This is an optimization exercise on Yosys and OpenROAD, whose aim is small area, a short achievable clock period and few clock cycles, not a production implementation.
The RTL was checked by simulation tests, not by an equivalence proof against the original design.
No activity file was given, so power comes from the tool's default toggle rates.

## sprite_atlas_decoder
module sprite_atlas_decoder (
    input  wire        clk,
    input  wire        rst_n,
    input  wire        cmd_valid,
    output wire        cmd_ready,
    input  wire [31:0] cmd_data,
    output wire        rsp_valid,
    input  wire        rsp_ready,
    output wire [31:0] rsp_data,
    output wire        fill_valid,
    input  wire        fill_ready,
    output wire [31:0] fill_x,
    output wire [31:0] fill_y,
    output wire [15:0] fill_w,
    output wire [15:0] fill_h,
    output wire [15:0] fill_c
);
    localparam [2:0] ST_OK       = 3'd0;
    localparam [2:0] ST_LENGTH   = 3'd1;
    localparam [2:0] ST_HEX      = 3'd2;
    localparam [2:0] ST_RANGE    = 3'd3;
    localparam [2:0] ST_ILLEGAL  = 3'd4;
    localparam [2:0] ST_CAPACITY = 3'd5;
    localparam [3:0] E_IDLE = 4'd0;    
    localparam [3:0] E_L1   = 4'd1;    
    localparam [3:0] E_L2   = 4'd2;    
    localparam [3:0] E_LW   = 4'd6;    
    localparam [3:0] E_D1   = 4'd4;    
    localparam [3:0] E_D2   = 4'd7;    
    localparam [3:0] E_LCHK = 4'd8;    
    localparam [3:0] E_DRUN = 4'd9;    
    reg [3:0] st;
    reg [15:0] zoom_r, dispw_r, disph_r;
    reg [15:0] fz_r;                     
    reg [17:0] zoom3_r;                  
    reg [15:0] bw_r, bh_r;
    reg [2:0]  grid_r;                   
    reg [2:0]  status_r;
    reg        rsp_v, rsk_v;
    reg [18:0] rsp_d, rsk_d;             
    reg        push_rsp;
    reg [18:0] push_d;
    always @(posedge clk) begin
        if (!rst_n) begin
            rsp_v <= 1'b0;
            rsk_v <= 1'b0;
        end else if (rsp_v && !rsp_ready) begin
            if (push_rsp) begin
                rsk_v <= 1'b1;
                rsk_d <= push_d;
            end
        end else if (rsk_v) begin
            rsp_d <= rsk_d;
            rsk_v <= 1'b0;
        end else begin
  ...
==> flow/config.mk <==
export PLATFORM = sky130hd
export DESIGN_NAME = sprite_atlas_decoder
export DESIGN_NICKNAME = sprite_atlas_decoder
export VERILOG_FILES = /design/flow/design.v
export SDC_FILE = /design/flow/constraint.sdc
export NUM_CORES = 4
export LEC_CHECK = 0
export CAP_MARGIN = 20
export CORE_MARGIN = 2
export CORE_UTILIZATION = 45
export CTS_CLUSTER_DIAMETER = 80
export CTS_CLUSTER_SIZE = 25
export SLEW_MARGIN = 20
export TNS_END_PERCENT = 10
==> flow/constraint.sdc <==
create_clock -name core_clock -period 12.0 [get_ports {clk}]
set_input_delay 2.4000 -clock core_clock [delete_from_list [all_inputs] [get_ports {clk}]]
set_output_delay 2.4000 -clock core_clock [all_outputs]
set_load 0.01 [all_outputs]
standard.sh (not shown) runs the stock make flow with config.mk's settings and CLKGATE_MAP_FILE= SYNTH_SCRIPT=/design/flow/synth_recipe.tcl, a recipe that flattens the netlist after the stock synthesis.
==> flow/flow/run.sh <==
#!/bin/bash
set -euo pipefail
export SETUP_SLACK_MARGIN=8.5
bash standard.sh > standard_sh.log 2>&1
The baseline finished with timing, DRC and antenna clean.
Testbench counts at the start, summed over its fixed seeds: cycles 19,116.
==> next run, changes <==
--- a/flow/config.mk
+++ b/flow/config.mk
@@ -8,7 +8,7 @@
 export CAP_MARGIN = 20
 export CORE_MARGIN = 2
-export CORE_UTILIZATION = 45
+export CORE_UTILIZATION = 50
 export CTS_CLUSTER_DIAMETER = 80
 export CTS_CLUSTER_SIZE = 25
 export SLEW_MARGIN = 20
-export TNS_END_PERCENT = 10
+export TNS_END_PERCENT = 20
Result: Count of clock-buffer cells in the layout increases by 7; die area decreases by roughly a tenth; clock power decreases slightly; power decreases slightly; flip-flop and latch count stays the same; final area decreases slightly; cell count decreases by a few percent; via count decreases slightly; synthesized area is unchanged; routed wire length decreases by a few percent.

---

Another version of the RTL of sprite_atlas_decoder (not shown whole).
Size in the first run: about 7200 cells after synthesis, roughly 2700 flip-flops.
export LEC_CHECK = 0
export CAP_MARGIN = 20
export CORE_MARGIN = 2
export CORE_UTILIZATION = 55
export CTS_CLUSTER_DIAMETER = 80
export CTS_CLUSTER_SIZE = 25
export SLEW_MARGIN = 20
export TNS_END_PERCENT = 10
create_clock -name core_clock -period 12.0 [get_ports {clk}]
Scripts as last shown in full above: flow/flow/run.sh
Testbench counts at the start, summed over its fixed seeds: cycles 19,116.
==> next run, changes <==
--- a/flow/config.mk
+++ b/flow/config.mk
@@ -10 +10 @@
-export CORE_UTILIZATION = 55
+export CORE_UTILIZATION = 50
=> Worst setup slack loses 0.015 ns; final area rises by 0.32%; hold slack loses 0.010 ns; first-iteration DRC count falls by 6.4%; routed wire length rises by 0.40%; cell count rises by 2.8%.

---

Another version of the RTL of sprite_atlas_decoder (not shown whole).
Size: ~7000 cells after synthesis, roughly 2700 flip-flops, about 180 I/O pins, roughly 97000 um2 of cells after synthesis.
Settings: LEC_CHECK=0, CAP_MARGIN=20, CORE_MARGIN=2, CORE_UTILIZATION=40, CTS_CLUSTER_DIAMETER=80, CTS_CLUSTER_SIZE=25, SLEW_MARGIN=20; clock period 12.0 ns.
Scripts as last shown in full above: flow/flow/run.sh
The starting point completed without violations.
Testbench counts at the start, summed over its fixed seeds: cycles 19,116.
Rerun with:
- CORE_UTILIZATION: 40 -> 60
- TNS_END_PERCENT: not set -> 5
- setup slack got worse by 0.15 ns
- final area is lower by a few percent
- register-to-register slack got worse by 0.15 ns
- global-route usage rose by 10 points
- clock-buffer cell count is lower by 22
- power goes down by a few percent
- routed wire length fell by a few percent
- die area is lower by a quarter to a third

---

RTL: one of the versions met above, not the one the previous note started from.
For scale: about 7,100 cells after synthesis, ~2,700 flip-flops, roughly 180 I/O pins, ~98,000 sq um of cells after synthesis.
export LEC_CHECK = 0
export CAP_MARGIN = 20
export CORE_MARGIN = 2
export CORE_UTILIZATION = 60
export CTS_CLUSTER_DIAMETER = 80
export CTS_CLUSTER_SIZE = 25
export SLEW_MARGIN = 20
export TNS_END_PERCENT = 5
create_clock -name core_clock -period 12.0 [get_ports {clk}]
Scripts as last shown in full above: flow/flow/run.sh
The baseline passed the timing, DRC and antenna checks.
Testbench counts at the start, summed over its fixed seeds: cycles 19,116.
Rerun with:
--- a/flow/config.mk
+++ b/flow/config.mk
@@ -8,7 +8,7 @@
 export CAP_MARGIN = 20
 export CORE_MARGIN = 2
-export CORE_UTILIZATION = 60
+export CORE_UTILIZATION = 50
 export CTS_CLUSTER_DIAMETER = 80
 export CTS_CLUSTER_SIZE = 25
 export SLEW_MARGIN = 20
-export TNS_END_PERCENT = 5
+export TNS_END_PERCENT = 10
=> Global-route usage went down by 4.3 points. Count of clock-buffer cells in the layout went up by 11. Design area went up by 0.82%. Synthesized area does not change. Total power went up by 0.64%. Flip-flop and latch count is unchanged. Sequential share of layout area went down by 0.51 points. Utilization went down by 11 points. Hold slack gains 0.0057 ns. Die area went up by 20%.

## separate check: timing with driven ports
How much do the figures lean on ideal ports? The routed layouts below were timed once more, with nothing changed but the port constraints.
Step 1 assumes that a clkbuf_16 drives the clock port and a buf_2 every other input.
Step 2, shift: input delay + t, output delay - t, t = (earliest + latest rising clock arrival at the registers) / 2. This alone moves slack from input paths to output paths.
Three values: ideal, step 1, step 2; two values: the first two.
run | shift t [ns] | setup WS [ns] | slew at the worst register clock pin (ns) | worst data-port slew with drivers (ns)
the first run of note 1 | 0.922 | 8.033 / 7.953 / 7.317 | 0.10 / 0.10 | 0.09
the second run of note 1 | 0.913 | 7.977 / 7.916 / 7.461 | 0.10 / 0.10 | 0.06
the first run of note 2 | 0.910 | 7.985 / 7.900 / 7.244 | 0.10 / 0.10 | 0.06
the second run of note 2 | 0.909 | 7.970 / 7.887 / 7.219 | 0.10 / 0.10 | 0.07
the first run of note 3 | 0.904 | 7.865 / 7.857 / 7.085 | 0.10 / 0.10 | 0.12
the second run of note 3 | 0.859 | 7.716 / 7.716 / 7.041 | 0.10 / 0.10 | 0.05
the first run of note 4 | 0.877 | 7.975 / 7.895 / 7.539 | 0.11 / 0.11 | 0.08
the second run of note 4 | 0.893 | 8.004 / 7.928 / 7.405 | 0.10 / 0.10 | 0.05
After both steps every run listed still meets setup and hold. The setup slack of the first run of note 3, which loses most, moves by -0.008 ns with the drivers and by -0.780 ns with both steps.
